From an optimization exercise on the open Yosys and OpenROAD flow, aimed at a short achievable clock period and few clock cycles; shortcuts taken in it are not production practice.
Function was checked by simulation only, so behaviour that the tests miss may differ from the original.
No activity file was given, so power comes from the tool's default toggle rates.

==> design.v <==
module gfe #(
    parameter RXMAX = 128
) (
    input  wire        clk,
    input  wire        rst,
    input  wire        cmd_valid,
    output wire        cmd_ready,
    input  wire [23:0] cmd_word,
    output wire        rsp_valid,
    input  wire        rsp_ready,
    output wire [3:0]  rsp_rc,
    output wire [15:0] rsp_val,
    output wire [2:0]  rsp_nout,
    output wire [39:0] rsp_out
);
    localparam RXDMAX = RXMAX - 6;
    localparam LW     = $clog2(RXMAX + 1);   
    localparam IW     = $clog2(RXMAX);       
    localparam QN     = 5;                   
    localparam [3:0] RC_OK = 4'd0, RC_ILLEGAL = 4'd1, RC_SEQ = 4'd2,
                     RC_RANGE = 4'd3, RC_OVF = 4'd4, RC_TRAIL = 4'd5;
    localparam [7:0] OP_NOP     = 8'h00, OP_GET     = 8'h01,
                     OP_CRC_CLR = 8'h10, OP_CRC_PUT = 8'h11,
                     OP_ESC_PUT = 8'h20, OP_UNE_CLR = 8'h21,
                     OP_UNE_PUT = 8'h22, OP_UNE_END = 8'h23,
                     OP_TX_START = 8'h30, OP_TX_PUT = 8'h31,
                     OP_TX_END  = 8'h32, OP_TX_CLR  = 8'h33,
                     OP_RX_CLR  = 8'h40, OP_RX_PUT  = 8'h41,
                     OP_RX_END  = 8'h42, OP_RX_LD   = 8'h43;
    localparam [2:0] ST_FILL = 3'd0, ST_FRAME = 3'd1, ST_ACKD = 3'd2,
                     ST_EMPTY = 3'd3, ST_SHORT = 3'd4, ST_TYPE = 3'd5,
                     ST_CSUM = 3'd6, ST_OVFL = 3'd7;
    function [15:0] crc_byte;
        input [15:0] r;
        input [7:0]  d;
        integer k;
        reg   [15:0] t;
        begin
            t = r;
            for (k = 7; k >= 0; k = k - 1) begin
                if (t[15])
                    t = {t[14:0], d[k]} ^ 16'h1021;
                else
                    t = {t[14:0], d[k]};
            end
            crc_byte = t;
        end
    endfunction
    function in_escset;
        input [7:0] b;
        begin
            in_escset = (b == 8'h0D) || (b == 8'h06) || (b == 8'h1B) ||
                        (b == 8'h80) || (b == 8'h40);
        end
    endfunction
    localparam [15:0] G_FF = 16'h00FF;   
    reg rst_r;
    always @(posedge clk) rst_r <= rst;
    wire kill = rst | rst_r;
    reg        rdy_r;
    reg [2:0]  occ;           
    reg [QN-1:0] q_v;
    reg [62:0] q_d [0:QN-1];
    assign cmd_ready = rdy_r;
    wire accept = cmd_valid && rdy_r;
    wire take   = q_v[0] && rsp_ready;
    assign rsp_valid = q_v[0];
    assign {rsp_rc, rsp_val, rsp_nout, rsp_out} = q_d[0];
    wire [2:0] occ_next = occ + {2'd0, accept} - {2'd0, take};
    always @(posedge clk) begin
        if (rst) begin
            occ   <= 3'd0;
            rdy_r <= 1'b1;
        end else begin
            occ   <= occ_next;
            rdy_r <= (occ_next < QN);
        end
    end
    reg        a_v;
    reg [23:0] a_w;
    always @(posedge clk) begin
        a_v <= accept && !rst;
        a_w <= cmd_word;
    end
    wire [7:0]  a_opc = a_w[23:16];
    wire [15:0] a_arg = a_w[15:0];
    wire [7:0]  a_b   = a_arg[7:0];
    reg a_legal;
    always @(*) begin
        case (a_opc)
            OP_NOP, OP_CRC_CLR, OP_UNE_CLR, OP_UNE_END,
            OP_TX_END, OP_TX_CLR, OP_RX_CLR, OP_RX_END:
                a_legal = (a_arg == 16'd0);
            OP_CRC_PUT, OP_ESC_PUT, OP_UNE_PUT, OP_TX_PUT, OP_RX_PUT:
                a_legal = (a_arg[15:8] == 8'd0);
            OP_GET:
                a_legal = (a_arg <= 16'd10);
            OP_TX_START:
                a_legal = (a_arg[15:8] == 8'd0) &&
                          (a_b == 8'h80 || a_b == 8'h40 || a_b == 8'h06);
            OP_RX_LD:
                a_legal = 1'b1;
            default:
                a_legal = 1'b0;
        endcase
    end
    reg [7:0] rxdata [0:RXDMAX-1];
    reg        b_v;
    reg        b_ill, b_get, b_crc_clr, b_crc_put, b_esc_put, b_une_clr,
               b_une_put, b_une_end, b_tx_start, b_tx_put, b_tx_end,
               b_tx_clr, b_rx_clr, b_rx_put, b_rx_end, b_rx_ld;
    reg [7:0]  b_b;
    reg [3:0]  b_sel;         
    reg [15:0] b_g;           
    reg [15:0] b_h;           
    reg        b_esc;         
    reg        b_is1b, b_is06, b_is0d, b_typeok;
    reg        b_ld_hi;       
    reg [IW-1:0] b_ld_idx;
    reg [7:0]  b_ld_data;
    wire [15:0] a_g = crc_byte(16'd0, a_b);
    always @(posedge clk) begin
        b_v        <= a_v;
        b_ill      <= a_v && !a_legal;
        b_get      <= a_v && a_legal && (a_opc == OP_GET);
        b_crc_clr  <= a_v && a_legal && (a_opc == OP_CRC_CLR);
        b_crc_put  <= a_v && a_legal && (a_opc == OP_CRC_PUT);
        b_esc_put  <= a_v && a_legal && (a_opc == OP_ESC_PUT);
        b_une_clr  <= a_v && a_legal && (a_opc == OP_UNE_CLR);
        b_une_put  <= a_v && a_legal && (a_opc == OP_UNE_PUT);
        b_une_end  <= a_v && a_legal && (a_opc == OP_UNE_END);
        b_tx_start <= a_v && a_legal && (a_opc == OP_TX_START);
        b_tx_put   <= a_v && a_legal && (a_opc == OP_TX_PUT);
        b_tx_end   <= a_v && a_legal && (a_opc == OP_TX_END);
        b_tx_clr   <= a_v && a_legal && (a_opc == OP_TX_CLR);
        b_rx_clr   <= a_v && a_legal && (a_opc == OP_RX_CLR);
        b_rx_put   <= a_v && a_legal && (a_opc == OP_RX_PUT);
        b_rx_end   <= a_v && a_legal && (a_opc == OP_RX_END);
        b_rx_ld    <= a_v && a_legal && (a_opc == OP_RX_LD);
        b_b        <= a_b;
        b_sel      <= a_arg[3:0];
        b_g        <= a_g;
        b_h        <= crc_byte(crc_byte(a_g, 8'h00), 8'h00);
        b_esc      <= in_escset(a_b);
        b_is1b     <= (a_b == 8'h1B);
        b_is06     <= (a_b == 8'h06);
        b_is0d     <= (a_b == 8'h0D);
        b_typeok   <= (a_b == 8'h00) || (a_b == 8'h80) || (a_b == 8'h40);
        b_ld_hi    <= (a_arg[15:IW] != 0);
        b_ld_idx   <= a_arg[IW-1:0];
        b_ld_data  <= (a_arg[IW-1:0] < RXDMAX) ? rxdata[a_arg[IW-1:0]] : 8'd0;
    end
    reg [15:0]   crc;
    reg          unepend;
    reg          txph;
    reg [1:0]    txcnt;
    reg [15:0]   txcrc;
    reg [15:0]   txfin;       
    reg [LW-1:0] rxlen;
    reg          rxovf;
    reg [2:0]    rxstat;
    reg [7:0]    rxtype;
    reg [7:0]    rxaddr;
    reg [7:0]    rxcmd;
    reg [LW-1:0] rxdlen;
    reg [7:0]    raw0;        
    reg          raw0_06, raw0_typeok;
    reg [7:0]    prev;        
    reg [15:0]   prev_g;      
    reg          prev_1b, prev_0d;
    reg          pend;        
    reg [LW-1:0] mlen;        
    reg [15:0]   dcrc;        
    reg [7:0]    dec_a, dec_c;
    reg          w_en;
    reg [IW-1:0] w_idx;
    reg [7:0]    w_data;
    wire rx_fill     = (rxstat == ST_FILL);
    wire rx_frame    = (rxstat == ST_FRAME);
    wire rx_empty    = (rxlen == 0);
    wire tx_start_ok = b_tx_start && !txph;
    wire tx_put_ok   = b_tx_put && txph;
    wire tx_end_ok   = b_tx_end && txph && txcnt[1];
    wire rx_put_ok   = b_rx_put && rx_fill && !rxlen[LW-1];
    wire rx_put_ovf  = b_rx_put && rx_fill && rxlen[LW-1];
    wire rx_end_ok   = b_rx_end && rx_fill;
    wire ld_range    = b_ld_hi || ({1'b0, b_ld_idx} >= rxdlen);
    wire ld_ok       = b_rx_ld && rx_frame && !ld_range;
    wire seq = (b_tx_start && txph) || (b_tx_put && !txph) ||
               (b_tx_end && !(txph && txcnt[1])) ||
               ((b_rx_put || b_rx_end) && !rx_fill) ||
               (b_rx_ld && !rx_frame);
    reg [3:0] e_rc;
    always @(*) begin
        if (b_ill)
            e_rc = RC_ILLEGAL;
        else if (seq)
            e_rc = RC_SEQ;
        else if (b_rx_ld && ld_range)
            e_rc = RC_RANGE;
        else if (rx_put_ovf)
            e_rc = RC_OVF;
        else if (b_une_end && unepend)
            e_rc = RC_TRAIL;
        else
            e_rc = RC_OK;
    end
    reg [2:0] dec_st;
    always @(*) begin
        if (rxovf)                   dec_st = ST_OVFL;
        else if (rx_empty)           dec_st = ST_EMPTY;
        else if (pend)               dec_st = ST_SHORT;
        else if (raw0_06)            dec_st = ST_ACKD;
        else if (!raw0_typeok)       dec_st = ST_TYPE;
        else if (mlen < 4)           dec_st = ST_SHORT;
        else if (dcrc != 16'd0)      dec_st = ST_CSUM;
        else if (!prev_0d)           dec_st = ST_SHORT;
        else                         dec_st = ST_FRAME;
    end
    reg [15:0] sr_val;
    always @(*) begin
        case (b_sel)
            4'd0:    sr_val = crc;
            4'd1:    sr_val = {15'd0, unepend};
            4'd2:    sr_val = {13'd0, txcnt, txph};
            4'd3:    sr_val = txcrc;
            4'd4:    sr_val = {{(16-LW){1'b0}}, rxlen};
            4'd5:    sr_val = {15'd0, rxovf};
            4'd6:    sr_val = {13'd0, rxstat};
            4'd7:    sr_val = {8'd0, rxtype};
            4'd8:    sr_val = {8'd0, rxaddr};
            4'd9:    sr_val = {8'd0, rxcmd};
            default: sr_val = {{(16-LW){1'b0}}, rxdlen};
        endcase
    end
    reg [15:0] e_val;
    always @(*) begin
        if (b_get)
            e_val = sr_val;
        else if (rx_end_ok)
            e_val = {13'd0, dec_st};
        else if (ld_ok)
            e_val = {8'd0, b_ld_data};
        else
            e_val = 16'd0;
    end
    wire [7:0] fin_hi = txfin[15:8];
    wire [7:0] fin_lo = txfin[7:0];
    wire       fe_hi  = in_escset(fin_hi);
    wire       fe_lo  = in_escset(fin_lo);
    wire [7:0] lo_b0  = fe_lo ? 8'h1B : fin_lo;
    wire [7:0] lo_b1  = fe_lo ? ~fin_lo : 8'h0D;
    wire [39:0] txend_out = fe_hi ? {8'h0D, lo_b1, lo_b0, ~fin_hi, 8'h1B}
                                  : {8'h0D, 8'h0D, lo_b1, lo_b0, fin_hi};
    reg [2:0]  e_nout;
    reg [39:0] e_out;
    always @(*) begin
        e_nout = 3'd0;
        e_out  = {32'd0, b_b};
        if (b_esc_put || tx_put_ok) begin
            e_nout = b_esc ? 3'd2 : 3'd1;
            e_out  = b_esc ? {24'd0, ~b_b, 8'h1B} : {32'd0, b_b};
        end else if (b_une_put) begin
            e_nout = (unepend || !b_is1b) ? 3'd1 : 3'd0;
            e_out  = {32'd0, unepend ? ~b_b : b_b};
        end else if (tx_start_ok) begin
            e_nout = 3'd1;
        end else if (tx_end_ok) begin
            e_nout = 3'd3 + {2'd0, fe_hi} + {2'd0, fe_lo};
            e_out  = txend_out;
        end
    end
    wire         int_go   = rx_put_ok && (rxlen[LW-1:1] != 0);
    wire         int_emit = int_go && (pend || !prev_1b);
    wire [7:0]   int_byte = pend ? ~prev : prev;
    reg        e_v;
    reg [62:0] e_d;
    always @(posedge clk) begin
        e_v <= b_v && !kill;
        e_d <= {e_rc, e_val, e_nout, e_out};
    end
    always @(posedge clk) begin
        if (rst_r) begin
            crc     <= 16'd0;
            unepend <= 1'b0;
            txph    <= 1'b0;
            txcnt   <= 2'd0;
            txcrc   <= 16'd0;
            txfin   <= 16'd0;
            rxlen   <= {LW{1'b0}};
            rxovf   <= 1'b0;
            rxstat  <= ST_FILL;
            rxtype  <= 8'd0;
            rxaddr  <= 8'd0;
            rxcmd   <= 8'd0;
            rxdlen  <= {LW{1'b0}};
            pend    <= 1'b0;
            mlen    <= {LW{1'b0}};
            dcrc    <= 16'd0;
            w_en    <= 1'b0;
        end else begin
            if (b_crc_clr)
                crc <= 16'd0;
            else if (b_crc_put)
                crc <= crc_byte(crc, 8'h00) ^ b_g;
            if (b_une_clr || b_une_end)
                unepend <= 1'b0;
            else if (b_une_put)
                unepend <= !unepend && b_is1b;
            if (b_tx_clr) begin
                txph  <= 1'b0;
                txcnt <= 2'd0;
                txcrc <= 16'd0;
                txfin <= 16'd0;
            end else if (tx_start_ok) begin
                txph  <= !b_is06;
                txcnt <= 2'd0;
                txcrc <= 16'd0;
                txfin <= 16'd0;
            end else if (tx_put_ok) begin
                if (!txcnt[1])
                    txcnt <= txcnt + 2'd1;
                txcrc <= crc_byte(txcrc, 8'h00) ^ b_g;
                txfin <= crc_byte(txfin, 8'h00) ^ b_h;
            end else if (tx_end_ok) begin
                txph  <= 1'b0;
                txcnt <= 2'd0;
                txcrc <= txfin;
                txfin <= crc_byte(crc_byte(txfin, 8'h00), 8'h00);
            end
            w_en <= 1'b0;
            if (b_rx_clr) begin
                rxlen  <= {LW{1'b0}};
                rxovf  <= 1'b0;
                rxstat <= ST_FILL;
                rxtype <= 8'd0;
                rxaddr <= 8'd0;
                rxcmd  <= 8'd0;
                rxdlen <= {LW{1'b0}};
                pend   <= 1'b0;
                mlen   <= {LW{1'b0}};
                dcrc   <= 16'd0;
            end else if (rx_put_ovf) begin
                rxovf <= 1'b1;
            end else if (rx_put_ok) begin
                rxlen <= rxlen + 1'b1;
                if (int_go) begin
                    if (pend)
                        pend <= 1'b0;
                    else if (prev_1b)
                        pend <= 1'b1;
                end
                if (int_emit) begin
                    dcrc <= crc_byte(dcrc, 8'h00) ^ prev_g ^ (pend ? G_FF : 16'd0);
                    mlen <= mlen + 1'b1;
                    w_en <= (mlen >= 2) && (mlen < RXDMAX + 2);
                end
            end else if (rx_end_ok) begin
                rxstat <= dec_st;
                rxtype <= rx_empty ? 8'd0 : raw0;
                if (!rxovf && !rx_empty && !pend && !raw0_06 && raw0_typeok &&
                    !(mlen < 4) && dcrc == 16'd0 && prev_0d) begin
                    rxaddr <= dec_a;
                    rxcmd  <= dec_c;
                    rxdlen <= mlen - 3'd4;
                end
            end
        end
    end
    always @(posedge clk) begin
        if (rx_put_ok) begin
            if (rx_empty) begin
                raw0        <= b_b;
                raw0_06     <= b_is06;
                raw0_typeok <= b_typeok;
            end
            prev    <= b_b;
            prev_g  <= b_g;
            prev_1b <= b_is1b;
            prev_0d <= b_is0d;
        end
        if (int_emit) begin
            if (mlen == 0) dec_a <= int_byte;
            if (mlen == 1) dec_c <= int_byte;
        end
        w_idx  <= mlen[IW-1:0] - 2'd2;
        w_data <= int_byte;
        if (w_en)
            rxdata[w_idx] <= w_data;
    end
    integer i;
    always @(posedge clk) begin
        if (rst) begin
            q_v <= {QN{1'b0}};
        end else begin
            for (i = 0; i < QN; i = i + 1) begin
                if (take) begin
                    if (i < QN - 1 && q_v[(i + 1) % QN]) begin
                        q_v[i] <= 1'b1;
                        q_d[i] <= q_d[(i + 1) % QN];
                    end else if (q_v[i] && e_v) begin
                        q_v[i] <= 1'b1;
                        q_d[i] <= e_d;
                    end else begin
                        q_v[i] <= 1'b0;
                    end
                end else begin
                    if (!q_v[i] && e_v && (i == 0 || q_v[(i + QN - 1) % QN])) begin
                        q_v[i] <= 1'b1;
                        q_d[i] <= e_d;
                    end
                end
            end
        end
    end
endmodule
==> run.sh <==
#!/bin/bash
# synth_recipe.tcl (not shown) runs the flow's synth.tcl, then flattens the netlist and writes it again
# the make line also repeats each setting of config.mk as NAME=value (left out here)
make -C /OpenROAD-flow-scripts/flow DESIGN_CONFIG=/design/flow/config.mk WORK_HOME=/design/flow/orfs CLKGATE_MAP_FILE= SYNTH_SCRIPT=/design/flow/synth_recipe.tcl finish
==> config.mk <==
export PLATFORM = sky130hd
export DESIGN_NAME = gfe
export DESIGN_NICKNAME = gfe
export VERILOG_FILES = /design/flow/design.v
export SDC_FILE = /design/flow/constraint.sdc
export NUM_CORES = 4
export LEC_CHECK = 0
export CAP_MARGIN = 20
export CORE_MARGIN = 2
export CORE_UTILIZATION = 40
export SLEW_MARGIN = 20
==> constraint.sdc <==
create_clock -name core_clock -period 8.0 [get_ports {clk}]
set_input_delay 1.6000 -clock core_clock [delete_from_list [all_inputs] [get_ports {clk}]]
set_output_delay 1.6000 -clock core_clock [all_outputs]
set_load 0.01 [all_outputs]
==> impl_results.md, run 1 <==
* Outcome: timing/DRC/antenna clean
* Final routed DRC violation total at 0
* WL/cell at 24.7 µm
* Core area at roughly 150000 µm²
* Number of setup violations in the final report at 0
* CTS-repair resized insts at 0
* Total chip power at around 17 mW
* Clock root buffer: sky130_fd_sc_hd__clkbuf_16
* Count of final hold-check violations at 0
* Synth-to-Final Area Change at 13.2%
* Horizontal die dimension at approximately 400 µm
* Yosys cell types at between 70 and 80
* Combinational family with the most area after synthesis: multiplexers
* Power per cell area at 236 nW/µm²
* Most area-hungry cell type in the Yosys netlist: sky130_fd_sc_hd__edfxtp_1
* Maximum clock path buffer count at 3
* Capturing point of the worst reg2reg path: b_ld_data[3]$_SDFF_PP0_
* Maximum number of pins on one net before global-route repair at 98
* Synth Area per Inst at roughly 16 µm²
* Clock H-tree levels at 4
* Setup repair after global routing missed its margin: false
* Ys Warns at 2
* Postcts setup bufs at 0
* Largest clock skew in the final design at 48.9 ps
* I/O Buffers at 86
* Max Cap Violations at 0
* Ratio of routed vias to standard cells at ~5.5
* Max-slew headroom at the worst pin at 24.7%
* XOR/XNOR Fraction of Synth Area at under 10%
* Slew at the pin closest to its max-slew limit at 1130 ps
* CTS tree: done
* Max VDD drop at 225 µV
* Startpoint of the most critical hold path: b_une_clr$_DFF_P_
* Most numerous cell in the Yosys netlist: sky130_fd_sc_hd__edfxtp_1
* Share of post-route cells with drive strength above 1 at around a fifth
* Number of optimization iterations in the first detailed-route pass at 6
* Top Ports at 93
* Synth Flop Type: sky130_fd_sc_hd__edfxtp_1
* Period utilisation layout at roughly half
* Required time reported for the critical path endpoint at 8380 ps
* Die area at ~160000 µm²
* Worst Hold End: unepend$_SDFFE_PP0P_
* Leading cell types by count after synthesis: sky130_fd_sc_hd__edfxtp_1 (1287), sky130_fd_sc_hd__nor2_1 (319), sky130_fd_sc_hd__dfxtp_1 (275), sky130_fd_sc_hd__mux2_2 (243), sky130_fd_sc_hd__nand2_1 (216)
* Starting density of the core at 40.4%
* Minimum clock period at 4030 ps
* Skew-Pair Late Insertion Delay at around 800 ps
* CP endpoint kind: register
* Total length of routed wires at 150000 µm
* Type of the worst setup path: in -> reg
* Reg-to-reg critical path startpoint: a_w[2]$_DFF_P_
* Cell Rows at 144
* Multiplexer share of the synthesized area at 13.9%
* Antenna violations before repair at 4
* Setup TNS at 0 ps
* Maximum fanout along the worst path at 56
* Flops & latches, synth at 1562
* CP startpoint kind: input port
* Maximum achievable frequency at roughly 250 MHz
* Number of fill cells at between 10k and 15k
* Post-layout net count at 3946
* HPWL after DPL at 92400 µm
* Area fraction in compound gates after synthesis at 4.47%
* Number of nets with antenna violations after routing at 0
* Most area-consuming cells after synthesis: sky130_fd_sc_hd__edfxtp_1 (62%), sky130_fd_sc_hd__dfxtp_1 (8.8%), sky130_fd_sc_hd__mux4_2 (7.8%), sky130_fd_sc_hd__mux2_2 (4.4%), sky130_fd_sc_hd__nor2_1 (1.9%)
* Chip height at roughly 400 µm
* Number of buffers created by CTS at roughly 160
* Async set-or-reset flop fraction in the synthesized netlist at 0%
* Worst Hold Slack at 341 ps
* First-pass GRT wire length at 222000 µm
* Hold-fix buffers at CTS at 0
* Cell Area, Synth at ~62000 µm²
* Number of max-slew violations in the final report at 0
* Sequential-to-total area share from yosys stat at a little over two thirds
* Minimum setup slack among reg-to-reg paths at 4230 ps
* Arrival time of data at the critical path endpoint at 4400 ps
* Global placement routability congestion at 0.837
* P_leak at 23.2 nW
* Hold WC Path Type: reg -> reg
* Final global-route overflow total at 0
* Cell depth of the worst min-delay path at 1
* Clock transition time at the flip-flop clock pins of the worst setup and hold paths at 60 ps
* Via count of the first global-routing pass at approximately 33k
* Number of DRC markers in iteration 0 at around 3.6k
* Synth Area in Adders at 0.454%
* Post-synthesis share of cell area spent on and, or, nand and nor gates at about 5.7%
* Proportion of netlist area held by the largest area contributor at 62.0%
* Number of standard cells after synthesis at approximately 3.8k
* Reg2reg path depth at 8
* Vias post-DR at 33.6k
* EDFF count, synth at 1287
* Overall Global Routing Usage at 18.8%
* # clock sinks at 1562
-- area by class of cell --
| cell class | count | area (µm²) | share of cell area (%) |
|---|---|---|---|
| Sequential cell | 1562 | 44200 | 62.7 |
| Clock buffer | 231 | 4550 | 6.46 |
| Timing Repair Buffer | 151 | 1400 | 1.99 |
| Tap cell | 2044 | 2560 | 3.63 |
| Clock inverter | 72 | 699 | 0.992 |
| Antenna cell | 1 | 2.50 | 0.00355 |
| Inverter | 36 | 135 | 0.192 |
| Multi-Input combinational cell | 1983 | 17000 | 24.1 |
-- per-stage QoR --
stage	worst slack (ps)	instances	utilization, %	cell area (µm²)
global route	3750	6079	45.7	70500
global placement	3100	5775	42.3	65200
detailed placement	3110	5776	42.3	65300
floorplan	1570	3822	-	62400
CTS	3930	6079	45.7	70500
finish	3970	6080	45.7	70500
-- power breakdown --
group | internal [mW] | switching [mW] | total (mW)
clock | 4.17 | 3.21 | 7.38
sequential | 8.71 | 0.0467 | 8.76
combinational | 0.226 | 0.315 | 0.541
total | 13.1 | 3.57 | 16.7
-- sequential cells by signal, indices dropped and copies added (netlist names), 16 cells and up --
signal  cells
rxdata    976
e_d        55
dcrc       16
a_w        24
txfin      16
q_d       275
txcrc      16
crc        16
-- kinds of logic (layout without fill, tap and decap cells) --
family / count (synthesis) / in the layout
other: 1 / 7
xor gates and xnor gates: 184 / 184
adders and majority gates: 22 / 22
buffers and inverters: 277 / 490
AOI/OAI and AO/OA: 418 / 418
and+or+nand+nor: 787 / 787
DFF: 1562 / 1562
muxes: 566 / 566
-- cells in the final DEF, fill, tap and decap left out, drive strengths merged, types with 21 or more instances in the layout --
cell type	n
edfxtp	1287
nor2	320
dfxtp	275
mux2	243
clkbuf	231
nand2	216
mux4	215
xnor2	119
a21oi	113
mux2i	108
clkdlybuf4s50	86
xor2	65
buf	65
o21ai	61
nand3	55
a211oi	51
clkinv	51
inv	46
nor2b	41
nor3	37
o22ai	32
a22oi	24
ha	21
-- critical path, stage by stage --
cell and delay [ps]:
sky130_fd_sc_hd__clkdlybuf4s50_1 540, sky130_fd_sc_hd__nand2_1 150, sky130_fd_sc_hd__inv_1 220, sky130_fd_sc_hd__nand2_2 390, sky130_fd_sc_hd__buf_4 440, sky130_fd_sc_hd__nand2_1 110, sky130_fd_sc_hd__nand2_1 90, sky130_fd_sc_hd__a21oi_4 150
sky130_fd_sc_hd__buf_4 660
-- metal layers --
layer	up-vias	global-route usage (%)	wire length (µm)
met3	221	3.90	10900
met2	1232	28.6	68500
met1	17300	27.5	67500
li1	14900	-	-
met4	2	4.95	3370
met5	-	0	12
-- worst max-delay path by stage --
| stage | from | endpoint | slack [ps] | cells after the start |
|---|---|---|---|---|
| after floorplan | rsp_ready | q_d[1][0]$_DFFE_PP_ | 1570 | 3 |
| after global placement | rsp_ready | q_d[3][6]$_DFFE_PP_ | 3100 | 9 |
| after detailed placement | rsp_ready | q_d[3][6]$_DFFE_PP_ | 3110 | 9 |
| after CTS | rsp_ready | q_d[3][44]$_DFFE_PP_ | 3930 | 9 |
| after global routing | rsp_ready | q_d[3][54]$_DFFE_PP_ | 3750 | 9 |
| final | rsp_ready | q_d[3][58]$_DFFE_PP_ | 3970 | 9 |
Testbench counts, summed over its fixed seeds: cycles 35,470.
==> run 2: changes to the inputs <==
--- a/config.mk
+++ b/config.mk
@@ -5,7 +5,9 @@
 export SDC_FILE = /design/flow/constraint.sdc
 export NUM_CORES = 4
 export LEC_CHECK = 0
+export ABC_CLOCK_PERIOD_IN_PS = 2500
 export CAP_MARGIN = 20
 export CORE_MARGIN = 2
 export CORE_UTILIZATION = 40
+export SETUP_SLACK_MARGIN = 5
 export SLEW_MARGIN = 20
==> run 2 against run 1 <==
Count of clock-buffer cells in the layout shrank 16. Clock power grew 1%. Hold slack gained 49 ps. Combinational power grew 7.6%. Flip-flop and latch count is the same. Die area is the same. First-iteration DRC count grew 3.5%. Sequential share of layout area shrank 0.59 points. Largest power group unchanged.
==> impl_results.md, run 2 <==
* Outcome: timing/DRC/antenna clean
* Largest clock skew in the final design at 77.6 ps (+28.7 ps)
* Skew-Pair Late Insertion Delay at 830 ps (+30 ps)
* Proportion of netlist area held by the largest area contributor at 62.0% (unchanged)
* Capturing point of the worst reg2reg path: b_ld_data[3]$_SDFF_PP0_
* Critical path, cell by cell: buf_6 -> buf_6
* Clock root buffer: sky130_fd_sc_hd__clkbuf_16
* Standard cell area after detailed placement at 65200 µm² (about the same)
* Sequential-to-total area share from yosys stat at 70.8% (unchanged)
* Hold WC Path Type: reg -> reg
* Flip-flop count of the largest register, all copies and words added at 976 (unchanged)
* Max VDD drop at 231 µV (+2.5%)
* Max-slew headroom at the worst pin at 18.3% (-6.4 points)
* Worst path depth at 2 (-7)
* Count of final hold-check violations at 0 (unchanged)
* CP endpoint kind: primary output
* Starting density of the core at 40.4% (unchanged)
* Clock H-tree levels at 4 (unchanged)
* Number of setup violations in the final report at 0 (unchanged)
* Most common cell after layout, fill and taps aside: sky130_fd_sc_hd__edfxtp_1
* Maximum fanout along the worst path at 3 (-95%)
* Maximum achievable frequency at 323 MHz (+30%)
* Minimum setup slack among reg-to-reg paths at 5000 ps (+770 ps)
* Horizontal die dimension at 399 µm (unchanged)
* Setup repair after global routing missed its margin: true
* Global placement routability congestion at 0.834 (-0.41%)
* Number of buffers and inverters on the critical path at 2 (-2)
* Ys Warns at 2 (unchanged)
* Largest delay share family, worst path: flip-flops
* Synth Area per Inst at 16.3 µm² (unchanged)
* Number of max-slew violations in the final report at 0 (unchanged)
* Async set-or-reset flop fraction in the synthesized netlist at 0% (unchanged)
* Chip height at 399 µm (unchanged)
* Number of optimization iterations in the first detailed-route pass at 6 (unchanged)
* I/O Buffers at 86 (unchanged)
* Setup TNS at 0 ps (unchanged)
* Vias post-DR at 34.1k (+1.4%)
* Final routed DRC violation total at 0 (unchanged)
* Cell with the largest stage delay on the worst path: sky130_fd_sc_hd__edfxtp_1
* Most area-hungry cell type in the Yosys netlist: sky130_fd_sc_hd__edfxtp_1
* Register ranked first by flip-flop count: rxdata
* Worst Hold Slack at 390 ps (+49.1 ps)
* Max Cap Violations at 0 (unchanged)
* Cell Area, Synth at 62300 µm² (unchanged)
* Number of nets with antenna violations after routing at 0 (unchanged)
* Layout Cell Area excl Fill at 71200 µm² (+0.96%)
* Post-layout net count at 3979 (+0.84%)
* Number of standard cells after synthesis at 3817 (unchanged)
* # clock sinks at 1562 (unchanged)
* Power per cell area at 236 nW/µm² (-0.21%)
* Period utilisation layout at 38.6% (-12 points)
* Via count of the first global-routing pass at 33.2k (+0.94%)
* Minimum clock period at 3090 ps (-936 ps)
* Type of the worst setup path: reg -> out
* Reg-to-reg critical path startpoint: a_w[1]$_DFF_P_
* P_leak at 23.6 nW (+1.8%)
* Core area at 154000 µm² (unchanged)
* CTS tree: done
* Slowest stage delay, CP at 420 ps (-240 ps)
* Flops & latches, synth at 1562 (unchanged)
* Number of buffers created by CTS at 162 (unchanged)
* Synth Flop Type: sky130_fd_sc_hd__edfxtp_1
* Critical path startpoint: q_d[0][35]$_DFFE_PP_
* Overall Global Routing Usage at 19.3% (+0.48 points)
* Slew at the pin closest to its max-slew limit at 1220 ps (+92.5 ps)
* HPWL after DPL at 92500 µm (+0.18%)
* WL/cell at 25.7 µm (+3.8%)
* Required time reported for the critical path endpoint at 6400 ps (-1980 ps)
* EDFF count, synth at 1287 (unchanged)
* Antenna violations before repair at 1 (-3)
* Top Ports at 93 (unchanged)
* Number of DRC markers in iteration 0 at 3730 (+3.5%)
* Ratio of routed vias to standard cells at 5.57 (+0.88%)
* Most area-consuming cells after synthesis: sky130_fd_sc_hd__edfxtp_1 (62%), sky130_fd_sc_hd__dfxtp_1 (8.8%), sky130_fd_sc_hd__mux4_2 (7.8%), sky130_fd_sc_hd__mux2_2 (4.4%), sky130_fd_sc_hd__nor2_1 (1.9%)
* Hold-fix buffers at CTS at 0 (unchanged)
* Total length of routed wires at 157000 µm (+4.4%)
* Die area at 159000 µm² (unchanged)
* Reg2reg path depth at 7 (-1)
* CP startpoint kind: register
* Final global-route overflow total at 0 (unchanged)
* Final core occ at 46.1% (+0.44 points)
* Timing endpoint of the critical path: rsp_out[34]
* Arrival time of data at the critical path endpoint at 1490 ps (-2910 ps)
* First-pass GRT wire length at 227000 µm (+2.0%)
* Leading cell types by count after synthesis: sky130_fd_sc_hd__edfxtp_1 (1287), sky130_fd_sc_hd__nor2_1 (319), sky130_fd_sc_hd__dfxtp_1 (275), sky130_fd_sc_hd__mux2_2 (243), sky130_fd_sc_hd__nand2_1 (216)
* Maximum number of pins on one net before global-route repair at 108 (+10%)
* Synth-to-Final Area Change at 14.2%
* Leading registers by flop count: rxdata: 976 flops, q_d: 275 flops, e_d: 55 flops
* Worst path most repeated cell: sky130_fd_sc_hd__buf_6
* Cell Rows at 144 (unchanged)
* Most numerous cell in the Yosys netlist: sky130_fd_sc_hd__edfxtp_1
* Yosys cell types at 75 (unchanged)
* Share of post-route cells with drive strength above 1 at 23.4% (+3.5 points)
* Maximum clock path buffer count at 3 (unchanged)
* Clock transition time at the flip-flop clock pins of the worst setup and hold paths at 60 ps (about the same)
* Most frequent cells in the layout: sky130_fd_sc_hd__edfxtp_1 (1287), sky130_fd_sc_hd__nor2_1 (287), sky130_fd_sc_hd__dfxtp_1 (262)
run 2: changes by cell type in the layout (fill, tap and decap cells not counted), sizes merged:
cell,previous run,this run
buf,65,145
clkdlybuf4s50,86,25
clkinv,51,72
clkbuf,231,222
inv,46,38
a21oi,113,115
bufinv,5,7
bufbuf,0,1
clkdlybuf4s15,0,1
dlygate4sd2,0,1
dlymetal6s2s,0,1
nand4,15,16
run 2: cell type report:
class | count | area, µm²
clock inverter | 87 | 915
fill | 13200 | 83200
antenna | 1 | 2.50
clock buffer | 215 | 4430
tap | 2044 | 2560
inverter | 36 | 139
sequential | 1562 | 44200
multi-input combinational | 1986 | 17200
timing repair buffer | 181 | 1750
run 2: how the worst min path moves through the flow:
stage | startpoint | endpoint | slack (ps) | cells past startpoint
6_report | b_une_clr$_DFF_P_ | unepend$_SDFFE_PP0P_ | 390 | 1
5_1_grt | b_une_clr$_DFF_P_ | unepend$_SDFFE_PP0P_ | 400 | 1
4_1_cts | b_une_clr$_DFF_P_ | unepend$_SDFFE_PP0P_ | 390 | 1
3_5_place_dp | b_une_clr$_DFF_P_ | unepend$_SDFFE_PP0P_ | 380 | 1
3_3_place_gp | b_une_clr$_DFF_P_ | unepend$_SDFFE_PP0P_ | 380 | 1
2_1_floorplan | a_w[0]$_DFF_P_ | b_ld_idx[0]$_DFF_P_ | 330 | 0
run 2: per-layer routing:
layer / GRT usage (%) / wire length, µm / vias up
met5: 0 / 62 / -
met4: 6.05 / 4100 / 2
met3: 4.09 / 11700 / 240
met2: 28.9 / 70800 / 1284
met1: 28.1 / 70200 / 17600
li1: - / - / 14900
run 2: cells by family after synthesis:
group | synth area share (%)
DFF | 70.8
xor gates and xnor gates | 2.60
buffers and inverters | 2.07
other | 0.00602
and+or+nand+nor | 5.68
adders and majority gates | 0.454
muxes | 13.9
AOI/OAI and AO/OA | 4.47
run 2: repair_timing:
item,4_1_cts,5_1_grt
endpoints found under the hold margin,0,0
gates cloned,5,7
resized for setup,284,56
pin swaps,4,3
buffers inserted,13,12
setup endpoints to repair,378,439
run 2: stage by stage:
step                total power [mW]  setup WS (ps)  std cells
finish                          16.8           4910       6112
global route                    17.3           4840       6111
CTS                             16.9           4680       6092
detailed placement              9.47           3160       5772
global placement                9.47           3150       5772
floorplan                       9.28           4290       3822
run 2: report_power, final:
group / internal (mW) / switching, mW
sequential: 8.71 / 0.0462
clock: 4.19 / 3.28
combinational: 0.244 / 0.338
==> run 3: changes to the inputs <==
--- a/design.v
+++ b/design.v
@@ -59,13 +59,13 @@
     wire kill = rst | rst_r;
     reg        rdy_r;
     reg [2:0]  occ;           
-    reg [QN-1:0] q_v;
-    reg [62:0] q_d [0:QN-1];
+    reg        h_v;           
+    reg [62:0] h_d;
     assign cmd_ready = rdy_r;
     wire accept = cmd_valid && rdy_r;
-    wire take   = q_v[0] && rsp_ready;
-    assign rsp_valid = q_v[0];
-    assign {rsp_rc, rsp_val, rsp_nout, rsp_out} = q_d[0];
+    wire take   = h_v && rsp_ready;
+    assign rsp_valid = h_v;
+    assign {rsp_rc, rsp_val, rsp_nout, rsp_out} = h_d;
     wire [2:0] occ_next = occ + {2'd0, accept} - {2'd0, take};
     always @(posedge clk) begin
         if (rst) begin
@@ -117,7 +117,7 @@
     reg        b_is1b, b_is06, b_is0d, b_typeok;
     reg        b_ld_hi;       
     reg [IW-1:0] b_ld_idx;
-    reg [7:0]  b_ld_data;
+    reg [7:0]  b_ldg [0:7];   
     wire [15:0] a_g = crc_byte(16'd0, a_b);
     always @(posedge clk) begin
         b_v        <= a_v;
@@ -148,8 +148,12 @@
         b_typeok   <= (a_b == 8'h00) || (a_b == 8'h80) || (a_b == 8'h40);
         b_ld_hi    <= (a_arg[15:IW] != 0);
         b_ld_idx   <= a_arg[IW-1:0];
-        b_ld_data  <= (a_arg[IW-1:0] < RXDMAX) ? rxdata[a_arg[IW-1:0]] : 8'd0;
     end
+    integer g;
+    always @(posedge clk)
+        for (g = 0; g < 8; g = g + 1)
+            b_ldg[g] <= (g * 16 + a_arg[3:0] < RXDMAX) ?
+                        rxdata[g * 16 + a_arg[3:0]] : 8'd0;
     reg [15:0]   crc;
     reg          unepend;
     reg          txph;
@@ -171,6 +175,8 @@
     reg          pend;        
     reg [LW-1:0] mlen;        
     reg [15:0]   dcrc;        
+    reg          dcrc_z;      
+    reg          mlen_ge4;    
     reg [7:0]    dec_a, dec_c;
     reg          w_en;
     reg [IW-1:0] w_idx;
@@ -212,8 +218,8 @@
         else if (pend)               dec_st = ST_SHORT;
         else if (raw0_06)            dec_st = ST_ACKD;
         else if (!raw0_typeok)       dec_st = ST_TYPE;
-        else if (mlen < 4)           dec_st = ST_SHORT;
-        else if (dcrc != 16'd0)      dec_st = ST_CSUM;
+        else if (!mlen_ge4)          dec_st = ST_SHORT;
+        else if (!dcrc_z)            dec_st = ST_CSUM;
         else if (!prev_0d)           dec_st = ST_SHORT;
         else                         dec_st = ST_FRAME;
     end
@@ -240,7 +246,7 @@
         else if (rx_end_ok)
             e_val = {13'd0, dec_st};
         else if (ld_ok)
-            e_val = {8'd0, b_ld_data};
+            e_val = {8'd0, b_ldg[b_ld_idx[IW-1:4]]};
         else
             e_val = 16'd0;
     end
@@ -273,6 +279,7 @@
     wire         int_go   = rx_put_ok && (rxlen[LW-1:1] != 0);
     wire         int_emit = int_go && (pend || !prev_1b);
     wire [7:0]   int_byte = pend ? ~prev : prev;
+    wire [15:0]  dcrc_next = crc_byte(dcrc, 8'h00) ^ prev_g ^ (pend ? G_FF : 16'd0);
     reg        e_v;
     reg [62:0] e_d;
     always @(posedge clk) begin
@@ -297,6 +304,8 @@
             pend    <= 1'b0;
             mlen    <= {LW{1'b0}};
             dcrc    <= 16'd0;
+            dcrc_z  <= 1'b1;
+            mlen_ge4 <= 1'b0;
             w_en    <= 1'b0;
         end else begin
             if (b_crc_clr)
@@ -340,6 +349,8 @@
                 pend   <= 1'b0;
                 mlen   <= {LW{1'b0}};
                 dcrc   <= 16'd0;
+                dcrc_z <= 1'b1;
+                mlen_ge4 <= 1'b0;
             end else if (rx_put_ovf) begin
                 rxovf <= 1'b1;
             end else if (rx_put_ok) begin
@@ -351,15 +362,18 @@
                         pend <= 1'b1;
                 end
                 if (int_emit) begin
-                    dcrc <= crc_byte(dcrc, 8'h00) ^ prev_g ^ (pend ? G_FF : 16'd0);
+                    dcrc <= dcrc_next;
+                    dcrc_z <= (dcrc_next == 16'd0);
                     mlen <= mlen + 1'b1;
+                    if (mlen == 3)
+                        mlen_ge4 <= 1'b1;
                     w_en <= (mlen >= 2) && (mlen < RXDMAX + 2);
                 end
             end else if (rx_end_ok) begin
                 rxstat <= dec_st;
                 rxtype <= rx_empty ? 8'd0 : raw0;
                 if (!rxovf && !rx_empty && !pend && !raw0_06 && raw0_typeok &&
-                    !(mlen < 4) && dcrc == 16'd0 && prev_0d) begin
+                    mlen_ge4 && dcrc_z && prev_0d) begin
                     rxaddr <= dec_a;
                     rxcmd  <= dec_c;
                     rxdlen <= mlen - 3'd4;
@@ -388,29 +402,41 @@
         if (w_en)
             rxdata[w_idx] <= w_data;
     end
+    reg [62:0]   f_d [0:QN-1];
+    reg [QN-1:0] f_wp, f_rp;      
+    reg [2:0]    f_n;             
+    wire [QN-1:0] f_rp1 = {f_rp[QN-2:0], f_rp[QN-1]};
+    reg  [62:0]   f_old, f_old1;
     integer i;
+    always @(*) begin
+        f_old  = 63'd0;
+        f_old1 = 63'd0;
+        for (i = 0; i < QN; i = i + 1) begin
+            f_old  = f_old  | ({63{f_rp[i]}}  & f_d[i]);
+            f_old1 = f_old1 | ({63{f_rp1[i]}} & f_d[i]);
+        end
+    end
+    wire [62:0] h_take = (f_n == 3'd1) ? e_d : f_old1;
+    wire [62:0] h_keep = (f_n == 3'd0) ? e_d : f_old;
+    always @(posedge clk) begin
+        h_d <= take ? h_take : h_keep;
+        for (i = 0; i < QN; i = i + 1)
+            if (e_v && f_wp[i])
+                f_d[i] <= e_d;
+    end
     always @(posedge clk) begin
         if (rst) begin
-            q_v <= {QN{1'b0}};
+            h_v  <= 1'b0;
+            f_n  <= 3'd0;
+            f_wp <= {{(QN-1){1'b0}}, 1'b1};
+            f_rp <= {{(QN-1){1'b0}}, 1'b1};
         end else begin
-            for (i = 0; i < QN; i = i + 1) begin
-                if (take) begin
-                    if (i < QN - 1 && q_v[(i + 1) % QN]) begin
-                        q_v[i] <= 1'b1;
-                        q_d[i] <= q_d[(i + 1) % QN];
-                    end else if (q_v[i] && e_v) begin
-                        q_v[i] <= 1'b1;
-                        q_d[i] <= e_d;
-                    end else begin
-                        q_v[i] <= 1'b0;
-                    end
-                end else begin
-                    if (!q_v[i] && e_v && (i == 0 || q_v[(i + QN - 1) % QN])) begin
-                        q_v[i] <= 1'b1;
-                        q_d[i] <= e_d;
-                    end
-                end
-            end
+            h_v  <= (f_n + {2'd0, e_v} - {2'd0, take}) != 3'd0;
+            f_n  <= f_n + {2'd0, e_v} - {2'd0, take};
+            if (e_v)
+                f_wp <= {f_wp[QN-2:0], f_wp[QN-1]};
+            if (take)
+                f_rp <= f_rp1;
         end
     end
 endmodule
==> run 3 against run 2 <==
Utilization decreased by 0.26 points. Flip-flop and latch count increased by 122. Final cell count increased by 3.2%. Critical endpoint is now rsp_val[11]. Highest routed layer is now met4.
==> impl_results.md, run 3 <==
* Number of optimization iterations in the first detailed-route pass at 10 (+4)
* Clock root buffer: sky130_fd_sc_hd__clkbuf_16
* Synth Flop Type: sky130_fd_sc_hd__edfxtp_1
* Routing usage on met2 at 29.9% (+1.0 points)
* Type of the worst setup path: reg -> out
* Number of standard cells after synthesis at 3930 (+3.0%)
* Worst Hold End: unepend$_SDFFE_PP0P_
* Worst setup timing slack at the placement stage at 4130 ps (+975 ps)
* Most common cell after layout, fill and taps aside: sky130_fd_sc_hd__edfxtp_1
* Final global-route overflow total at 0 (unchanged)
* Area fraction in compound gates after synthesis at 7.73% (+3.3 points)
* Max-slew headroom at the worst pin at 26.4% (+8.1 points)
* Number of buffers created by CTS at 173 (+6.8%)
* Reg-to-reg critical path startpoint: b_ld_idx[0]$_DFF_P_
* Largest clock skew in the final design at 55.5 ps (-22.2 ps)
* Most frequent cells in the layout: sky130_fd_sc_hd__edfxtp_1 (1287), sky130_fd_sc_hd__dfxtp_1 (354), sky130_fd_sc_hd__mux4_2 (302)
* CP endpoint kind: primary output
* Number of fill cells at 14.0k (+6.0%)
* Maximum achievable frequency at 340 MHz (+5.1%)
* Minimum clock period at 2940 ps (-150 ps)
* Reg2reg path depth at 9 (+2)
* Horizontal die dimension at 408 µm (+2.4%)
* Cell with the largest stage delay on the worst path: sky130_fd_sc_hd__dfxtp_1
* Leading cell types by count after synthesis: sky130_fd_sc_hd__edfxtp_1 (1287), sky130_fd_sc_hd__dfxtp_1 (397), sky130_fd_sc_hd__nor2_1 (308), sky130_fd_sc_hd__mux4_2 (302), sky130_fd_sc_hd__clkbuf_1 (206)
* Number of diodes added for antenna fixing at 0 (-1)
* Most area-hungry cell type in the Yosys netlist: sky130_fd_sc_hd__edfxtp_1
* Cell depth of the worst min-delay path at 1 (unchanged)
* Slowest stage delay, CP at 370 ps (-50 ps)
* Combinational family with the most area after synthesis: multiplexers
* Post-synthesis share of cell area spent on and, or, nand and nor gates at 4.76% (-0.92 points)
* Top Ports at 93 (unchanged)
* Chip height at 408 µm (+2.4%)
* P_leak at 24.1 nW (+2.1%)
* Cell Area, Synth at 65400 µm² (+5.0%)
* Power per cell area at 258 nW/µm² (+9.2%)
* Number of setup violations in the final report at 0 (unchanged)
* Clock H-tree levels at 4 (unchanged)
* Sequential-to-total area share from yosys stat at 71.2% (+0.39 points)
* Share of post-route cells with drive strength above 1 at 20.1% (-3.3 points)
* EDFF count, synth at 1287 (unchanged)
* Post-layout net count at 4035 (+1.4%)
* Synth Area per Inst at 16.6 µm² (+1.9%)
* First-pass GRT wire length at 240000 µm (+5.7%)
* Die area at 167000 µm² (+4.9%)
* Flops & latches, synth at 1684 (+7.8%)
* Outcome: timing/DRC/antenna clean
* Capturing point of the worst reg2reg path: e_d[61]$_SDFF_PP0_
* Most numerous cell in the Yosys netlist: sky130_fd_sc_hd__edfxtp_1
* Count of final hold-check violations at 0 (unchanged)
* Final Worst Setup Slack at 5060 ps (+150 ps)
* Maximum number of pins on one net before global-route repair at 105 (-2.8%)
* Synth Area in Adders at 0.501% (+0.047 points)
* Slew at the pin closest to its max-slew limit at 1100 ps (-118 ps)
* Number of max-slew violations in the final report at 0 (unchanged)
* Startpoint of the most critical hold path: b_une_clr$_DFF_P_
* Cell Rows at 148 (+2.8%)
* Final core occ at 45.9% (-0.26 points)
* Yosys cell types at 86 (+15%)
* Global routing usage on met1 at 27.7% (-0.44 points)
* Leading registers by flop count: rxdata: 976 flops, f_d: 275 flops, b_ldg: 64 flops
* Total length of routed wires at 163000 µm (+4.1%)
* Worst Hold Slack at 389 ps (-0.880 ps)
* # clock sinks at 1684 (+7.8%)
* Overall Global Routing Usage at 19.1% (-0.18 points)
* Starting density of the core at 40.2% (-0.13 points)
* Worst path depth at 1 (-1)
* Minimum setup slack among reg-to-reg paths at 5110 ps (+110 ps)
* Number of DRC markers in iteration 0 at 4024 (+7.9%)
* Multiplexer share of the synthesized area at 11.1% (-2.8 points)
* Hold WC Path Type: reg -> reg
* Most area-consuming cells after synthesis: sky130_fd_sc_hd__edfxtp_1 (59%), sky130_fd_sc_hd__dfxtp_1 (12%), sky130_fd_sc_hd__mux4_2 (10%), sky130_fd_sc_hd__a222oi_1 (1.9%), sky130_fd_sc_hd__nor2_1 (1.8%)
* Async set-or-reset flop fraction in the synthesized netlist at 0% (unchanged)
* Setup repair after global routing missed its margin: false
* Max VDD drop at 238 µV (+3.0%)
* Maximum fanout along the worst path at 1 (-2)
* Number of buffers and inverters on the critical path at 1 (-1)
* Ys Warns at 3 (+1)
* Critical path, cell by cell: buf_2
* HPWL after DPL at 94400 µm (+2.0%)
* Clock transition time at the flip-flop clock pins of the worst setup and hold paths at 60 ps (about the same)
* Final routed DRC violation total at 0 (unchanged)
* Largest delay share family, worst path: flip-flops
* Setup TNS at 0 ps (unchanged)
* Synth-to-Final Area Change at 14.0%
* WL/cell at 25.9 µm (+0.87%)
* I/O Buffers at 86 (unchanged)
* CP startpoint kind: register
* Register ranked first by flip-flop count: rxdata
* Period utilisation layout at 36.8% (-1.9 points)
* Antenna violations before repair at 3 (+2)
* Flip-flop count of the largest register, all copies and words added at 976 (unchanged)
* Core area at 163000 µm² (+5.3%)
* Proportion of netlist area held by the largest area contributor at 59.1% (-2.9 points)
* Met3 Use GR at 2.98% (-1.1 points)
* Global placement routability congestion at 0.822 (-1.5%)
* Required time reported for the critical path endpoint at 6400 ps (about the same)
* XOR/XNOR Fraction of Synth Area at 2.64% (+0.044 points)
* Arrival time of data at the critical path endpoint at 1340 ps (-150 ps)
* Maximum clock path buffer count at 3 (unchanged)
* Ratio of routed vias to standard cells at 5.75 (+3.2%)
* Vias post-DR at 36.3k (+6.5%)
* GRT Max-Usage Layer: met2
* Skew-Pair Late Insertion Delay at 810 ps (-20 ps)
* CTS tree: done
* Via count of the first global-routing pass at 35.7k (+7.3%)
* Max Cap Violations at 0 (unchanged)
* Number of nets with antenna violations after routing at 0 (unchanged)
[run 3: changes by cell type after synthesis, sizes merged, moves of 25 or more]
cell / previous run / this run
clkbuf: 130 / 206
a22oi: 24 / 127
o21ai: 61 / 36
nand2: 216 / 150
a222oi: 16 / 123
buf: 111 / 71
dfxtp: 275 / 397
mux2i: 108 / 31
mux4: 215 / 302
nand3: 55 / 30
mux2: 243 / 15
a21oi: 113 / 184
a211o: 3 / 56
[run 3: worst max path at each step]
stage / to / start / slack [ps]
global route: cmd_ready / rdy_r$_SDFF_PP1_ / 5000
floorplan: h_v$_SDFF_PP0_ / rsp_ready / 4880
detailed placement: h_v$_SDFF_PP0_ / rsp_ready / 4130
global placement: h_v$_SDFF_PP0_ / rsp_ready / 4200
CTS: rsp_valid / h_v$_SDFF_PP0_ / 4870
finish: rsp_val[11] / h_d[54]$_DFF_P_ / 5060
[run 3: metal layers]
layer / vias up / share of wire (%) / wire length [µm]
met1: 18800 / 44 / 71400
met3: 259 / 6.9 / 11200
met2: 1427 / 47 / 76800
li1: 15800 / - / -
met5: - / 0 / 0
met4: 0 / 2.4 / 3900
[run 3: metrics by stage]
step	total power [mW]	instance area, µm²	cells
floorplan	10.7	65500	3935
global route	19.8	74600	6308
detailed placement	11.3	68500	5972
CTS	19.4	74300	6302
finish	19.2	74600	6308
global placement	11.3	68500	5971
[run 3: timing repair]
item	in CTS	in global routing
resized for setup	255	27
hold buffers	0	0
setup buffers	2	2
gates cloned	2	1
endpoints found under the setup margin	358	278
pin swaps	1	2
endpoints found under the hold margin	0	0
[run 3: layout make-up]
cell class | count | area (µm²) | area share [%]
multi-input combinational | 1932 | 17800 | 23.8
timing repair buffer | 148 | 1370 | 1.84
clock buffer | 237 | 4850 | 6.51
inverter | 43 | 174 | 0.233
tap | 2175 | 2720 | 3.65
sequential | 1684 | 46700 | 62.6
clock inverter | 89 | 958 | 1.29
[run 3: cell families (layout without fill, tap and decap cells)]
family / Yosys count / count (layout)
multiplexers: 348 / 348
AND/OR/NAND/NOR: 678 / 679
other: 1 / 6
XOR/XNOR: 191 / 191
buffers and inverters: 320 / 517
adder cells (fa/ha/maj): 25 / 25
flip-flops: 1684 / 1684
AO/OA/AOI/OAI: 683 / 683
[run 3: power breakdown]
part	leakage, nW	total [mW]	internal, mW	switching (mW)
clock	2.85	8.14	4.71	3.44
combinational	6.18	1.40	0.581	0.819
sequential	15.1	9.67	9.49	0.182
Testbench counts of run 3, summed over its fixed seeds: cycles 35,470.
==> run 4: changes to the inputs <==
==> flow/run.sh (new file) <==
#!/bin/bash
set -euo pipefail
bash standard.sh SETUP_SLACK_MARGIN=5.3 finish > standard_flow.log 2>&1
==> standard.sh (new file) <==
#!/bin/bash
# synth_recipe.tcl (not shown) runs the flow's synth.tcl, then flattens the netlist and writes it again
# the make line also repeats each setting of config.mk as NAME=value (left out here)
make -C /OpenROAD-flow-scripts/flow DESIGN_CONFIG=/design/flow/config.mk WORK_HOME=/design/flow/orfs CLKGATE_MAP_FILE= SYNTH_SCRIPT=/design/flow/synth_recipe.tcl "${@:-finish}"
--- a/config.mk
+++ b/config.mk
@@ -9,5 +9,4 @@
 export CAP_MARGIN = 20
 export CORE_MARGIN = 2
 export CORE_UTILIZATION = 40
-export SETUP_SLACK_MARGIN = 5
 export SLEW_MARGIN = 20
removed: run.sh
==> run 4 against run 3 <==
Still clean. First-iteration DRC count increased by 5.6%. Utilization rose by 0.51 points. Die area unchanged. Via count fell by 0.39%. Sequential share of layout area fell by 0.57 points. Synthesized cell count stayed put. Final cell count increased by 0.21%. Clock power is 2.5% higher. Area after synthesis unchanged. Non-clock buffer count is 20 higher. Critical endpoint is now rsp_out[35]. Largest power group unchanged.
==> impl_results.md, run 4 <==
* Max VDD drop at 225 µV (-5.5%)
* Yosys cell types at 86 (unchanged)
* Register ranked first by flip-flop count: rxdata
* Combined area of the multi-input logic cells at 18100 µm² (+1.7%)
* Hold WC Path Type: reg -> reg
* Number of setup violations in the final report at 0 (unchanged)
* Antenna violations before repair at 5 (+2)
* Die area at 167000 µm² (unchanged)
* Clock H-tree levels at 4 (unchanged)
* Slew at the pin closest to its max-slew limit at 1180 ps (+71.9 ps)
* CP endpoint kind: primary output
* Number of fill cells at 13.9k (-0.24%)
* Flops & latches, synth at 1684 (unchanged)
* Clock transition time at the flip-flop clock pins of the worst setup and hold paths at 60 ps (about the same)
* Final global-route overflow total at 0 (unchanged)
* Reg2reg path depth at 3 (-6)
* Cell Area, Synth at 65400 µm² (unchanged)
* Clock root buffer: sky130_fd_sc_hd__clkbuf_16
* Most area-consuming cells after synthesis: sky130_fd_sc_hd__edfxtp_1 (59%), sky130_fd_sc_hd__dfxtp_1 (12%), sky130_fd_sc_hd__mux4_2 (10%), sky130_fd_sc_hd__a222oi_1 (1.9%), sky130_fd_sc_hd__nor2_1 (1.8%)
* HPWL after DPL at 94300 µm (-0.10%)
* Share of post-route cells with drive strength above 1 at 23.2% (+3.1 points)
* Most frequent cells in the layout: sky130_fd_sc_hd__edfxtp_1 (1287), sky130_fd_sc_hd__dfxtp_1 (320), sky130_fd_sc_hd__mux4_2 (302)
* Slowest stage delay, CP at 360 ps (about the same)
* Worst path depth at 2 (+1)
* Leading cell types by count after synthesis: sky130_fd_sc_hd__edfxtp_1 (1287), sky130_fd_sc_hd__dfxtp_1 (397), sky130_fd_sc_hd__nor2_1 (308), sky130_fd_sc_hd__mux4_2 (302), sky130_fd_sc_hd__clkbuf_1 (206)
* Maximum clock path buffer count at 3 (unchanged)
* CTS tree: done
* Reg-to-reg critical path startpoint: w_idx[5]$_DFF_P_
* Critical path, cell by cell: buf_6 -> buf_6
* Outcome: timing/DRC/antenna clean
* Period utilisation layout at 37.3% (+0.48 points)
* Cell depth of the worst min-delay path at 0 (-1)
* Max Cap Violations at 0 (unchanged)
* Synth Area per Inst at 16.6 µm² (unchanged)
* Number of nets with antenna violations after routing at 0 (unchanged)
* Setup repair after global routing missed its margin: true
* Max-slew headroom at the worst pin at 21.6% (-4.8 points)
* Maximum number of pins on one net before global-route repair at 99 (-5.7%)
* Synth Flop Type: sky130_fd_sc_hd__edfxtp_1
* Ys Warns at 3 (unchanged)
* Type of the worst setup path: reg -> out
* First-pass GRT wire length at 241000 µm (+0.31%)
* Skew-Pair Late Insertion Delay at 810 ps (about the same)
* Async set-or-reset flop fraction in the synthesized netlist at 0% (unchanged)
* Proportion of netlist area held by the largest area contributor at 59.1% (unchanged)
* Number of buffers created by CTS at 171 (-1.2%)
* Overall Global Routing Usage at 19.1% (+0.020 points)
* Sequential-to-total area share from yosys stat at 71.2% (unchanged)
* Hold-fix buffers at CTS at 0 (unchanged)
* Number of standard cells after synthesis at 3930 (unchanged)
* Top Ports at 93 (unchanged)
* Maximum fanout along the worst path at 3 (+2)
* Startpoint of the most critical hold path: b_typeok$_DFF_P_
* Most numerous cell in the Yosys netlist: sky130_fd_sc_hd__edfxtp_1
* P_leak at 24.4 nW (+0.92%)
* Number of DRC markers in iteration 0 at 4250 (+5.6%)
* Total length of routed wires at 162000 µm (-0.92%)
* Largest delay share family, worst path: flip-flops
* Final routed DRC violation total at 0 (unchanged)
* Ratio of routed vias to standard cells at 5.72 (-0.60%)
* Arrival time of data at the critical path endpoint at 1380 ps (+40 ps)
* Most area-hungry cell type in the Yosys netlist: sky130_fd_sc_hd__edfxtp_1
* Power per cell area at 259 nW/µm² (+0.56%)
* Minimum clock period at 2980 ps (+38.2 ps)
* Maximum achievable frequency at 336 MHz (-1.3%)
* Required time reported for the critical path endpoint at 6400 ps (about the same)
* # clock sinks at 1684 (unchanged)
* Synth-to-Final Area Change at 15.2%
* Number of max-slew violations in the final report at 0 (unchanged)
* Worst path most repeated cell: sky130_fd_sc_hd__buf_6
* Post-layout net count at 4053 (+0.45%)
* Starting density of the core at 40.2% (unchanged)
* Via count of the first global-routing pass at 35.7k (+0.098%)
* Area of all sequential standard cells at 46800 µm² (+0.19%)
* Number of optimization iterations in the first detailed-route pass at 10 (unchanged)
* Leading registers by flop count: rxdata: 976 flops, f_d: 275 flops, b_ldg: 64 flops
* Core area at 163000 µm² (unchanged)
* Number of diodes added for antenna fixing at 0 (unchanged)
* Most common cell after layout, fill and taps aside: sky130_fd_sc_hd__edfxtp_1
* I/O Buffers at 86 (unchanged)
* Count of final hold-check violations at 0 (unchanged)
* Total chip power at 19.5 mW (+1.7%)
* WL/cell at 25.6 µm (-1.1%)
* Chip height at 408 µm (unchanged)
* Critical path startpoint: h_d[35]$_DFF_P_
* Global placement routability congestion at 0.813 (-1.0%)
* Setup TNS at 0 ps (unchanged)
* Cell with the largest stage delay on the worst path: sky130_fd_sc_hd__dfxtp_4
* Number of buffers and inverters on the critical path at 2 (+1)
* Cell Rows at 148 (unchanged)
* Vias post-DR at 36.1k (-0.39%)
* EDFF count, synth at 1287 (unchanged)
* Largest clock skew in the final design at 47.1 ps (-8.36 ps)
* Horizontal die dimension at 408 µm (unchanged)
* CP startpoint kind: register
* Flip-flop count of the largest register, all copies and words added at 976 (unchanged)
run 4: cell count changes in the layout (fill, tap and decap cells not counted), sizes merged, moves of 4 or more:
cell           change
clkinvlp           +5
clkbuf             -7
bufinv            +11
inv                -4
clkinv            -12
buf               +44
clkdlybuf4s15     -22
run 4: logic make-up after synthesis:
kind of cell    share of synthesized area, %
flops                                   71.2
mux                                     11.1
xor+xnor                                2.64
compound gates                          7.73
fa+ha+maj                              0.501
other cells                          0.00573
buf+inv                                 2.01
simple gates                            4.76
run 4: repair_timing:
action                     CTS  global route
pin swaps                    4             5
setup endpoints to repair  842           825
setup buffers               11             6
gates resized for setup    449           103
cloned                       2             0
run 4: path summary, 6_finish.rpt:
kind | endpoint | slack (ps)
worst max-delay path | rsp_out[35] | 5020
worst min register to register | raw0_typeok$_DFFE_PP_ | 410
worst min-delay path | raw0_typeok$_DFFE_PP_ | 410
worst max register to register | rxdata[63][1]$_DFFE_PP_ | 5300
run 4: power by group:
group | total (mW) | switching (mW) | internal [mW]
Sequential | 9.71 | 0.205 | 9.51
Combinational | 1.48 | 0.816 | 0.665
Clock | 8.34 | 3.39 | 4.96
run 4: worst reg2reg max path: cells and delay by family, from the launching register on:
family           cells  cell delay [ps]
and+or+nand+nor      3             1650
DFF                  1              670
run 4: layout make-up:
| cell class | instances | area share (%) |
|---|---|---|
| clock buffer | 230 | 6.29 |
| clock inverter | 89 | 1.56 |
| inverter | 43 | 0.244 |
| multi-input combinational | 1932 | 24.0 |
| sequential | 1684 | 62.1 |
| tap | 2175 | 3.61 |
| timing repair buffer | 168 | 2.25 |
run 4: per-layer routing:
metal / vias to the layer above / global-route usage, % / wire length (µm) / share of wire, %
li1: 15800 / - / - / -
met1: 18700 / 27.3 / 70600 / 44
met2: 1425 / 30.4 / 76200 / 47
met3: 242 / 3.34 / 11400 / 7.1
met4: 2 / 5.11 / 3610 / 2.2
met5: - / 0 / 13 / 0.0080
run 4: through the flow:
step                setup WS, ps  std cells  utilization (%)  cell area, µm²  hold WS, ps
finish                      5020       6321             46.4           75400          408
floorplan                   4880       3935                -           65500          326
CTS                         4910       6315             46.1           75000          405
detailed placement          4140       5983             42.1           68500          420
global route                4970       6321             46.4           75400          412
global placement            4160       5983             42.1           68500          421
==> run 5: changes to the inputs <==
--- a/design.v
+++ b/design.v
@@ -61,9 +61,10 @@
     reg [2:0]  occ;           
     reg        h_v;           
     reg [62:0] h_d;
+    reg [2:0]  f_n;           
     assign cmd_ready = rdy_r;
-    wire accept = cmd_valid && rdy_r;
-    wire take   = h_v && rsp_ready;
+    wire accept = cmd_valid && (occ != QN);
+    wire take   = (f_n != 3'd0) && rsp_ready;
     assign rsp_valid = h_v;
     assign {rsp_rc, rsp_val, rsp_nout, rsp_out} = h_d;
     wire [2:0] occ_next = occ + {2'd0, accept} - {2'd0, take};
@@ -262,13 +263,13 @@
     reg [39:0] e_out;
     always @(*) begin
         e_nout = 3'd0;
-        e_out  = {32'd0, b_b};
+        e_out  = {b_b, 24'd0, b_b};
         if (b_esc_put || tx_put_ok) begin
             e_nout = b_esc ? 3'd2 : 3'd1;
-            e_out  = b_esc ? {24'd0, ~b_b, 8'h1B} : {32'd0, b_b};
+            e_out  = b_esc ? {b_b, 16'd0, ~b_b, 8'h1B} : {b_b, 24'd0, b_b};
         end else if (b_une_put) begin
             e_nout = (unepend || !b_is1b) ? 3'd1 : 3'd0;
-            e_out  = {32'd0, unepend ? ~b_b : b_b};
+            e_out  = {b_b, 24'd0, unepend ? ~b_b : b_b};
         end else if (tx_start_ok) begin
             e_nout = 3'd1;
         end else if (tx_end_ok) begin
@@ -404,7 +405,6 @@
     end
     reg [62:0]   f_d [0:QN-1];
     reg [QN-1:0] f_wp, f_rp;      
-    reg [2:0]    f_n;             
     wire [QN-1:0] f_rp1 = {f_rp[QN-2:0], f_rp[QN-1]};
     reg  [62:0]   f_old, f_old1;
     integer i;
==> run 5 against run 4 <==
Critical endpoint is now rsp_out[5]. Sequential power is 4% higher. Global-route usage is 0.11 points higher. Still clean on timing, DRC and antenna. Wire length is 3.6% higher. Largest cell class unchanged. Via count is 3.8% higher.
==> impl_results.md, run 5 <==
* Outcome: timing/DRC/antenna clean
* Setup TNS at 0 ps (unchanged)
* Synth Flop Type: sky130_fd_sc_hd__edfxtp_1
* Cell with the largest stage delay on the worst path: sky130_fd_sc_hd__dfxtp_4
* Die area at 172000 µm² (+3.1%)
* Number of max-slew violations in the final report at 0 (unchanged)
* Largest clock skew in the final design at 38.0 ps (-9.11 ps)
* Required time reported for the critical path endpoint at 6400 ps (about the same)
* Antenna violations before repair at 2 (-3)
* Maximum achievable frequency at 346 MHz (+3.0%)
* Standard cell area after detailed placement at 70600 µm² (+3.1%)
* CP endpoint kind: primary output
* XOR/XNOR Fraction of Synth Area at 2.55% (-0.095 points)
* Leading cell types by count after synthesis: sky130_fd_sc_hd__edfxtp_1 (1322), sky130_fd_sc_hd__dfxtp_1 (411), sky130_fd_sc_hd__mux4_2 (304), sky130_fd_sc_hd__nor2_1 (303), sky130_fd_sc_hd__nand2_1 (256)
* Flip-flop count of the largest register, all copies and words added at 976 (unchanged)
* Most area-consuming cells after synthesis: sky130_fd_sc_hd__edfxtp_1 (59%), sky130_fd_sc_hd__dfxtp_1 (12%), sky130_fd_sc_hd__mux4_2 (10%), sky130_fd_sc_hd__nor2_1 (1.7%), sky130_fd_sc_hd__a22oi_1 (1.5%)
* Count of final hold-check violations at 0 (unchanged)
* Worst setup timing slack at the placement stage at 3440 ps (-692 ps)
* Number of DRC markers in iteration 0 at 4348 (+2.3%)
* Synth-to-Final Area Change at 14.5%
* Skew-Pair Late Insertion Delay at 800 ps (about the same)
* Power per cell area at 263 nW/µm² (+1.5%)
* Number of diodes added for antenna fixing at 0 (unchanged)
* CTS tree: done
* Area fraction in compound gates after synthesis at 8.07% (+0.34 points)
* Vias post-DR at 37.5k (+3.8%)
* Overall Global Routing Usage at 19.2% (+0.11 points)
* Leading registers by flop count: rxdata: 976 flops, f_d: 310 flops, b_ldg: 64 flops
* I/O Buffers at 91 (+5.8%)
* Proportion of netlist area held by the largest area contributor at 58.8% (-0.24 points)
* Slew at the pin closest to its max-slew limit at 1200 ps (+21.9 ps)
* Arrival time of data at the critical path endpoint at 1290 ps (-90 ps)
* Cell Rows at 150 (+1.4%)
* Synth Area in Adders at 0.486% (-0.015 points)
* # clock sinks at 1733 (+2.9%)
* Maximum fanout along the worst path at 1 (-2)
* Register ranked first by flip-flop count: rxdata
* Type of the worst setup path: reg -> out
* Global placement routability congestion at 0.822 (+1.1%)
* Clock transition time at the flip-flop clock pins of the worst setup and hold paths at 70 ps (about the same)
* Async set-or-reset flop fraction in the synthesized netlist at 0% (unchanged)
* Largest delay share family, worst path: flip-flops
* Maximum number of pins on one net before global-route repair at 102 (+3.0%)
* WL/cell at 25.5 µm (-0.19%)
* Number of setup violations in the final report at 0 (unchanged)
* Most frequent cells in the layout: sky130_fd_sc_hd__edfxtp_1 (1322), sky130_fd_sc_hd__dfxtp_1 (331), sky130_fd_sc_hd__mux4_2 (304)
* Critical path, cell by cell: buf_6
* Final Worst Setup Slack at 5110 ps (+87.8 ps)
* Number of optimization iterations in the first detailed-route pass at 8 (-2)
-- run 5: cell types whose count changed after synthesis, moves of 10 or more --
cell and delta:
sky130_fd_sc_hd__o22a_1 +38, sky130_fd_sc_hd__edfxtp_1 +35, sky130_fd_sc_hd__a22oi_1 +10, sky130_fd_sc_hd__a221oi_1 +31, sky130_fd_sc_hd__a211o_1 -52, sky130_fd_sc_hd__nand2_1 +106, sky130_fd_sc_hd__a222oi_1 -37, sky130_fd_sc_hd__o21ai_0 +28
sky130_fd_sc_hd__a31oi_1 +41, sky130_fd_sc_hd__dfxtp_1 +14, sky130_fd_sc_hd__buf_1 +24
-- run 5: worst paths after layout --
check,from,endpoint,slack [ps],cells after the start
worst max-delay path,h_d[5]$_DFF_P_,rsp_out[5],5110,1
worst min register to register,b_une_clr$_DFF_P_,unepend$_SDFFE_PP0P_,380,1
worst max register to register,w_idx[3]$_DFF_P_,rxdata[43][2]$_DFFE_PP_,5140,3
worst min-delay path,b_une_clr$_DFF_P_,unepend$_SDFFE_PP0P_,380,1
-- run 5: per-layer routing --
metal	wire length, µm	vias to the layer above	global-route usage (%)
li1	-	16600	-
met1	71300	19400	26.6
met2	83000	1364	32.1
met3	9700	202	2.75
met4	3510	0	4.82
met5	0	-	0
-- run 5: area by class of cell --
cell class / instances / area (µm²)
Timing Repair Buffer: 161 / 1630
Multi-Input combinational cell: 2098 / 18700
Clock inverter: 78 / 908
Fill cell: 14300 / 90200
Clock buffer: 243 / 4970
Sequential cell: 1733 / 48100
Tap cell: 2204 / 2760
Inverter: 43 / 196
-- run 5: timing repair --
item,in CTS,in global routing
setup endpoints to repair,790,675
pin swaps,2,4
gates resized for setup,463,73
cloned,2,2
buffers inserted,5,3
-- run 5: cells by family after synthesis --
family                     Yosys count
buffers and inverters              337
AOI/OAI and AO/OA                  762
other                                1
and+or+nand+nor                    770
adders and majority gates           25
DFF                               1733
xor gates and xnor gates           193
muxes                              345
-- run 5: report_power, final --
part | switching (mW) | internal, mW | leakage (nW) | total [mW]
Sequential | 0.281 | 9.84 | 15.4 | 10.1
Clock | 3.40 | 4.95 | 2.89 | 8.35
Combinational | 1.02 | 0.834 | 6.38 | 1.85
Testbench counts of run 5, summed over its fixed seeds: cycles 35,470.

Setup slack of run 5, layout unchanged: 5.108 ns with ideal ports, 5.028 ns with driving cells assumed (clock clkbuf_16, inputs buf_2), 4.577 ns with port delays also shifted by the 0.863 ns mid clock arrival.
